Context: an optimization exercise on an open-source flow, tuned for small area, a short achievable clock period and few clock cycles per item. The choices shown serve that exercise and are no tape-out recipe.

==> flow/design.v <==
module gf251_inv (
    input  wire [6:0] a,
    output wire [7:0] inv
);
    localparam [1023:0] TABLE = {
        64'h0000f95364b3c3e4,
        64'h87757684e3f01441,
        64'hc7594c563d2d9946,
        64'h2720a97b47922c22,
        64'h25f31bdd50356eae,
        64'hb06cbd037c961f5b,
        64'hc5b1a36da4adc481,
        64'h6368d3300fe87033,
        64'h04a66bcdea0de582,
        64'hb2ac5a8c40f62944,
        64'hebbf6a61d80631b6,
        64'h67da5f07d060d566,
        64'h519f1a095d1df188,
        64'h83c20c71b90ec0cc,
        64'h43123a1589e21c9d,
        64'h242ac93f547e0100
    };
    assign inv = TABLE[{a, 3'd0} +: 8];
endmodule
module gf251_mul (
    input  wire [8:0]  u,       
    input  wire [7:0]  c,
    input  wire [7:0]  v,
    output wire [11:0] s        
);
    function integer wt(input integer w);
        integer n, t;
        begin
            t = 1;
            for (n = 0; n < w; n = n + 1) t = (2 * t) % 251;
            wt = t;
        end
    endfunction
    function integer kconst(input integer dummy);
        integer j, t;
        begin
            t = 0;
            for (j = 0; j < 8; j = j + 1) t = t + wt(8 + j);
            kconst = (251 - (t % 251)) % 251;
        end
    endfunction
    reg [11:0] acc;
    integer i, j;
    always @(*) begin
        acc = {4'd0, v} + kconst(0);
        for (i = 0; i < 8; i = i + 1)
            for (j = 0; j < 8; j = j + 1)
                acc = acc + ((u[i] & c[j]) ? wt(i + j) : 0);
        for (j = 0; j < 8; j = j + 1)
            acc = acc + ((u[8] & c[j]) ? 0 : wt(8 + j));
    end
    assign s = acc;
endmodule
module gf251_interp (
    input  wire        clk,
    input  wire        rst,
    input  wire        start,
    input  wire [3:0]  k,
    input  wire [63:0] xs,      
    input  wire [63:0] ys,      
    output wire        ready,
    output wire        done,
    output wire [1:0]  err,     
    output wire [63:0] coef     
);
    localparam ST_IDLE = 2'd0;
    localparam ST_RUN  = 2'd1;
    localparam ST_DONE = 2'd2;
    reg [1:0] st;
    reg       rdy_r;
    reg       fst;           
    reg       done_r;
    reg [7:0] x [0:7];
    reg [7:0] a [0:7];
    reg [1:0] err_r;
    reg [2:0] km1;           
    reg       r0v;
    reg       ph;            
    reg [2:0] p;             
    reg [2:0] xb;            
    reg [2:0] kl;            
    reg       r1v;
    reg       r1ph;
    reg [2:0] r1p;
    reg       r1neg;         
    reg [7:0] r1x;           
    reg       s1v;
    reg [2:0] s1d;
    reg [8:0] s1u;
    reg [7:0] s1c;
    reg [7:0] s1w;
    reg        s2v;
    reg [2:0]  s2d;
    reg [11:0] s2s;
    wire start_ok = start && rdy_r;
    wire ld       = (st != ST_RUN);      
    wire k_bad    = (k == 4'd0 || k > 4'd8);
    wire [4:0] sh  = {1'b0, s2s[11:8]};
    wire [9:0] q0  = {2'd0, s2s[7:0]} + {3'd0, sh, 2'd0} + {5'd0, sh};
    wire [9:0] q1  = q0 - 10'd251;
    wire [7:0] res = q1[9] ? q0[7:0] : q1[7:0];
    wire [7:0] xup [0:7];
    genvar g;
    generate
        for (g = 0; g < 8; g = g + 1) begin : g_xup
            assign xup[g] = x[(g + 1) % 8];
        end
    endgenerate
    wire [7:0] xh  = xup[p];
    wire [7:0] xl  = x[xb];
    wire [8:0] d1  = {1'b0, xh} - {1'b0, xl};           
    wire [8:0] d2  = {1'b0, xl} - {1'b0, xh};           
    wire [8:0] e1  = 9'd251 - d1;                       
    wire [8:0] e2  = 9'd251 - d2;
    wire       sgn = d1[8];                             
    wire [7:0] ab  = sgn ? d2[7:0] : d1[7:0];           
    wire       big = ab > 8'd125;
    wire [6:0] fold = !big ? ab[6:0] : (sgn ? e2[6:0] : e1[6:0]);
    wire       dz  = ph ? (xl == 8'd0) : (xh == xl);
    wire [7:0] rinv;
    gf251_inv u_inv (.a(r1x[6:0]), .inv(rinv));
    wire [7:0] c_base = r1ph ? r1x : rinv;
    wire [7:0] c_next = r1neg ? 8'd251 - c_base : c_base;
    wire [2:0] r1p1 = r1p + 3'd1;
    wire [7:0] alo = (s2v && s2d == r1p)  ? res : a[r1p];
    wire [7:0] ahi = (s2v && s2d == r1p1) ? res : a[r1p1];
    wire [8:0] u_next = {1'b0, ahi} - {1'b0, r1ph ? 8'd0 : alo};
    wire [7:0] w_next = r1ph ? alo : 8'd0;
    wire [2:0] d_next = r1ph ? r1p : r1p1;
    wire hazard = s1v && (s1d == r1p || s1d == r1p1);
    wire adv1   = r1v && !hazard;             
    wire adv0   = r0v && (!r1v || adv1);      
    wire [11:0] ps;
    gf251_mul u_mul (.u(s1u), .c(s1c), .v(s1w), .s(ps));
    always @(posedge clk) begin
        if (rst) begin
            st  <= ST_IDLE;
            r0v <= 1'b0;
            r1v <= 1'b0;
            s1v <= 1'b0;
            s2v <= 1'b0;
        end else begin
            s2v <= s1v;
            s1v <= adv1;
            if (adv0) r1v <= 1'b1;
            else if (adv1) r1v <= 1'b0;
            if (ld) begin
                km1 <= k[2:0] - 3'd1;
                ph  <= 1'b0;
                p   <= k[2:0] - 3'd2;
                xb  <= k[2:0] - 3'd2;
                kl  <= k[2:0] - 3'd2;
            end else if (adv0) begin
                if (!ph) begin
                    if (xb != 3'd0) begin
                        p  <= p - 3'd1;
                        xb <= xb - 3'd1;
                    end else if (kl != 3'd0) begin
                        kl <= kl - 3'd1;
                        p  <= km1 - 3'd1;
                        xb <= kl - 3'd1;
                    end else begin
                        ph <= 1'b1;
                        p  <= km1 - 3'd1;
                        xb <= km1 - 3'd1;
                    end
                end else begin
                    if (p != km1 - 3'd1) begin
                        p <= p + 3'd1;
                    end else if (xb != 3'd0) begin
                        xb <= xb - 3'd1;
                        p  <= xb - 3'd1;
                    end else begin
                        r0v <= 1'b0;
                    end
                end
            end
            case (st)
                ST_RUN: if (!r0v && !r1v && !s1v) st <= ST_DONE;
                default: st <= ST_IDLE;
            endcase
            if (start_ok) begin
                if (k_bad) begin
                    st <= ST_DONE;
                end else begin
                    r0v <= (k != 4'd1);
                    st  <= ST_RUN;
                end
            end
        end
    end
    always @(posedge clk) begin
        if (rst) begin
            rdy_r  <= 1'b1;
            done_r <= 1'b0;
            fst    <= 1'b0;
        end else begin
            fst    <= start_ok && !k_bad;
            rdy_r  <= start_ok ? k_bad : (st == ST_RUN ? (!r0v && !r1v && !s1v) : 1'b1);
            done_r <= start_ok ? k_bad : (st == ST_RUN && !r0v && !r1v && !s1v);
        end
    end
    integer n;
    always @(posedge clk) begin
        s2d <= s1d;
        s2s <= ps;
        if (adv0) begin
            r1ph  <= ph;
            r1p   <= p;
            r1neg <= ph | (sgn ^ big);
            r1x   <= ph ? xl : {1'b0, fold};
        end
        s1d <= d_next;
        s1u <= u_next;
        s1c <= c_next;
        s1w <= w_next;
        if (adv0 && dz) err_r <= 2'd2;
        for (n = 0; n < 8; n = n + 1) begin
            if (s2v && s2d == n[2:0]) a[n] <= res;
            if (fst && n[2:0] > km1) a[n] <= 8'd0;
        end
        if (ld) begin
            for (n = 0; n < 8; n = n + 1) begin
                x[n] <= xs[8*n +: 8];
                a[n] <= ys[8*n +: 8];
            end
            err_r <= k_bad ? 2'd1 : 2'd0;
        end
    end
    assign ready = rdy_r;
    assign done  = done_r;
    assign err   = err_r;
    assign coef  = {a[7], a[6], a[5], a[4], a[3], a[2], a[1], a[0]};
endmodule
==> flow/config.mk <==
export PLATFORM = sky130hd
export DESIGN_NAME = gf251_interp
export DESIGN_NICKNAME = gf251_interp
export VERILOG_FILES = /design/flow/design.v
export SDC_FILE = /design/flow/constraint.sdc
export NUM_CORES = 4
export LEC_CHECK = 0
export CAP_MARGIN = 20
export CORE_MARGIN = 2
export CORE_UTILIZATION = 55
export CTS_CLUSTER_DIAMETER = 80
export CTS_CLUSTER_SIZE = 24
export PLACE_DENSITY = 0.7
export SLEW_MARGIN = 20
==> flow/constraint.sdc <==
create_clock -name core_clock -period 24.0 [get_ports {clk}]
set_input_delay 4.8000 -clock core_clock [delete_from_list [all_inputs] [get_ports {clk}]]
set_output_delay 4.8000 -clock core_clock [all_outputs]
set_load 0.01 [all_outputs]
standard.sh (not shown) runs the stock make flow with config.mk's settings and CLKGATE_MAP_FILE= SYNTH_SCRIPT=/design/flow/synth_recipe.tcl, a recipe that flattens the netlist after the stock synthesis.
==> flow/flow/run.sh <==
#!/bin/bash
# The standard layout (the standard.sh, unchanged), with one difference:
# the port buffers that global placement inserts are buf_1 cells instead of
# the delay buffers (clkdlybuf4s50_1) the resizer picks by default.
set -euo pipefail
export BUFFER_PORTS_ARGS="-buffer_cell sky130_fd_sc_hd__buf_1"
bash standard.sh > standard.log 2>&1
Edit:
--- a/flow/design.v
+++ b/flow/design.v
@@ -23,11 +23,11 @@
     assign inv = TABLE[{a, 3'd0} +: 8];
 endmodule
 module gf251_mul (
     input  wire [8:0]  u,       
-    input  wire [7:0]  c,
-    input  wire [7:0]  v,
-    output wire [11:0] s        
+    input  wire [7:0]  c,       
+    input  wire [9:0]  v,       
+    output wire [11:0] s
 );
     function integer wt(input integer w);
         integer n, t;
         begin
@@ -35,25 +35,17 @@
             for (n = 0; n < w; n = n + 1) t = (2 * t) % 251;
             wt = t;
         end
     endfunction
-    function integer kconst(input integer dummy);
-        integer j, t;
-        begin
-            t = 0;
-            for (j = 0; j < 8; j = j + 1) t = t + wt(8 + j);
-            kconst = (251 - (t % 251)) % 251;
-        end
-    endfunction
     reg [11:0] acc;
     integer i, j;
     always @(*) begin
-        acc = {4'd0, v} + kconst(0);
-        for (i = 0; i < 8; i = i + 1)
+        acc = 12'd0;
+        for (i = 0; i < 10; i = i + 1)
+            acc = acc + (v[i] ? wt(i) : 0);
+        for (i = 0; i < 9; i = i + 1)
             for (j = 0; j < 8; j = j + 1)
                 acc = acc + ((u[i] & c[j]) ? wt(i + j) : 0);
-        for (j = 0; j < 8; j = j + 1)
-            acc = acc + ((u[8] & c[j]) ? 0 : wt(8 + j));
     end
     assign s = acc;
 endmodule
 module gf251_interp (
@@ -72,9 +64,8 @@
     localparam ST_RUN  = 2'd1;
     localparam ST_DONE = 2'd2;
     reg [1:0] st;
     reg       rdy_r;
-    reg       fst;           
     reg       done_r;
     reg [7:0] x [0:7];
     reg [7:0] a [0:7];
     reg [1:0] err_r;
@@ -92,9 +83,9 @@
     reg       s1v;
     reg [2:0] s1d;
     reg [8:0] s1u;
     reg [7:0] s1c;
-    reg [7:0] s1w;
+    reg [9:0] s1w;
     reg        s2v;
     reg [2:0]  s2d;
     reg [11:0] s2s;
     wire start_ok = start && rdy_r;
@@ -103,16 +94,10 @@
     wire [4:0] sh  = {1'b0, s2s[11:8]};
     wire [9:0] q0  = {2'd0, s2s[7:0]} + {3'd0, sh, 2'd0} + {5'd0, sh};
     wire [9:0] q1  = q0 - 10'd251;
     wire [7:0] res = q1[9] ? q0[7:0] : q1[7:0];
-    wire [7:0] xup [0:7];
-    genvar g;
-    generate
-        for (g = 0; g < 8; g = g + 1) begin : g_xup
-            assign xup[g] = x[(g + 1) % 8];
-        end
-    endgenerate
-    wire [7:0] xh  = xup[p];
+    wire [2:0] p1  = p + 3'd1;
+    wire [7:0] xh  = x[p1];
     wire [7:0] xl  = x[xb];
     wire [8:0] d1  = {1'b0, xh} - {1'b0, xl};           
     wire [8:0] d2  = {1'b0, xl} - {1'b0, xh};           
     wire [8:0] e1  = 9'd251 - d1;                       
@@ -124,14 +109,16 @@
     wire       dz  = ph ? (xl == 8'd0) : (xh == xl);
     wire [7:0] rinv;
     gf251_inv u_inv (.a(r1x[6:0]), .inv(rinv));
     wire [7:0] c_base = r1ph ? r1x : rinv;
-    wire [7:0] c_next = r1neg ? 8'd251 - c_base : c_base;
+    wire [7:0] c_neg  = 8'd251 - c_base;
+    wire [7:0] c_next = r1neg ? c_neg : c_base;
+    wire [7:0] nc     = r1neg ? c_base : c_neg;
     wire [2:0] r1p1 = r1p + 3'd1;
     wire [7:0] alo = (s2v && s2d == r1p)  ? res : a[r1p];
     wire [7:0] ahi = (s2v && s2d == r1p1) ? res : a[r1p1];
-    wire [8:0] u_next = {1'b0, ahi} - {1'b0, r1ph ? 8'd0 : alo};
-    wire [7:0] w_next = r1ph ? alo : 8'd0;
+    wire [8:0] u_next = {1'b0, ahi} + {1'b0, r1ph ? 8'd0 : ~alo};
+    wire [9:0] w_next = r1ph ? {2'd0, alo} : {nc, 2'd0};
     wire [2:0] d_next = r1ph ? r1p : r1p1;
     wire hazard = s1v && (s1d == r1p || s1d == r1p1);
     wire adv1   = r1v && !hazard;             
     wire adv0   = r0v && (!r1v || adv1);      
@@ -197,11 +184,9 @@
     always @(posedge clk) begin
         if (rst) begin
             rdy_r  <= 1'b1;
             done_r <= 1'b0;
-            fst    <= 1'b0;
         end else begin
-            fst    <= start_ok && !k_bad;
             rdy_r  <= start_ok ? k_bad : (st == ST_RUN ? (!r0v && !r1v && !s1v) : 1'b1);
             done_r <= start_ok ? k_bad : (st == ST_RUN && !r0v && !r1v && !s1v);
         end
     end
@@ -219,16 +204,14 @@
         s1u <= u_next;
         s1c <= c_next;
         s1w <= w_next;
         if (adv0 && dz) err_r <= 2'd2;
-        for (n = 0; n < 8; n = n + 1) begin
+        for (n = 0; n < 8; n = n + 1)
             if (s2v && s2d == n[2:0]) a[n] <= res;
-            if (fst && n[2:0] > km1) a[n] <= 8'd0;
-        end
         if (ld) begin
             for (n = 0; n < 8; n = n + 1) begin
                 x[n] <= xs[8*n +: 8];
-                a[n] <= ys[8*n +: 8];
+                a[n] <= (n < k) ? ys[8*n +: 8] : 8'd0;
             end
             err_r <= k_bad ? 2'd1 : 2'd0;
         end
     end
Effect:
- The changed run finished clean
- die area drops by 0.71%
- utilization fell by 0.26 points
- non-clock buffer count decreases by 7
- first-iteration DRC count decreases by 10%
- critical path depth shrinks by 11
- wire length fell by 2.5%
No run of this note included a check of the RTL's function; only the layout flow was run.

## re-timing with driven ports
Ports are ideal in the flow. The routed layouts listed here were re-timed in OpenROAD.
Step 1, drivers: a clkbuf_16 drives clk and a buf_2 each remaining input, both assumed.
Step 2 times the ports against the registers' clock, not the clock port: input delays grow and output delays shrink by t, the midpoint of the rising clock arrivals with the driver on.
Slacks: ideal / step 1 / step 2; pairs: ideal / step 1.
| run | t, ns | slack for setup (ns) | worst setup path after step 2 |
|---|---|---|---|
| the first run | 0.546 | 17.894 / 17.894 / 17.839 | input to register |
| the second run | 0.536 | 17.887 / 17.899 / 17.363 | input to register |
After both steps every run listed still meets setup and hold. For the second run, which loses most, drivers alone change the setup slack by +0.012 ns; drivers and shift together by -0.524 ns.
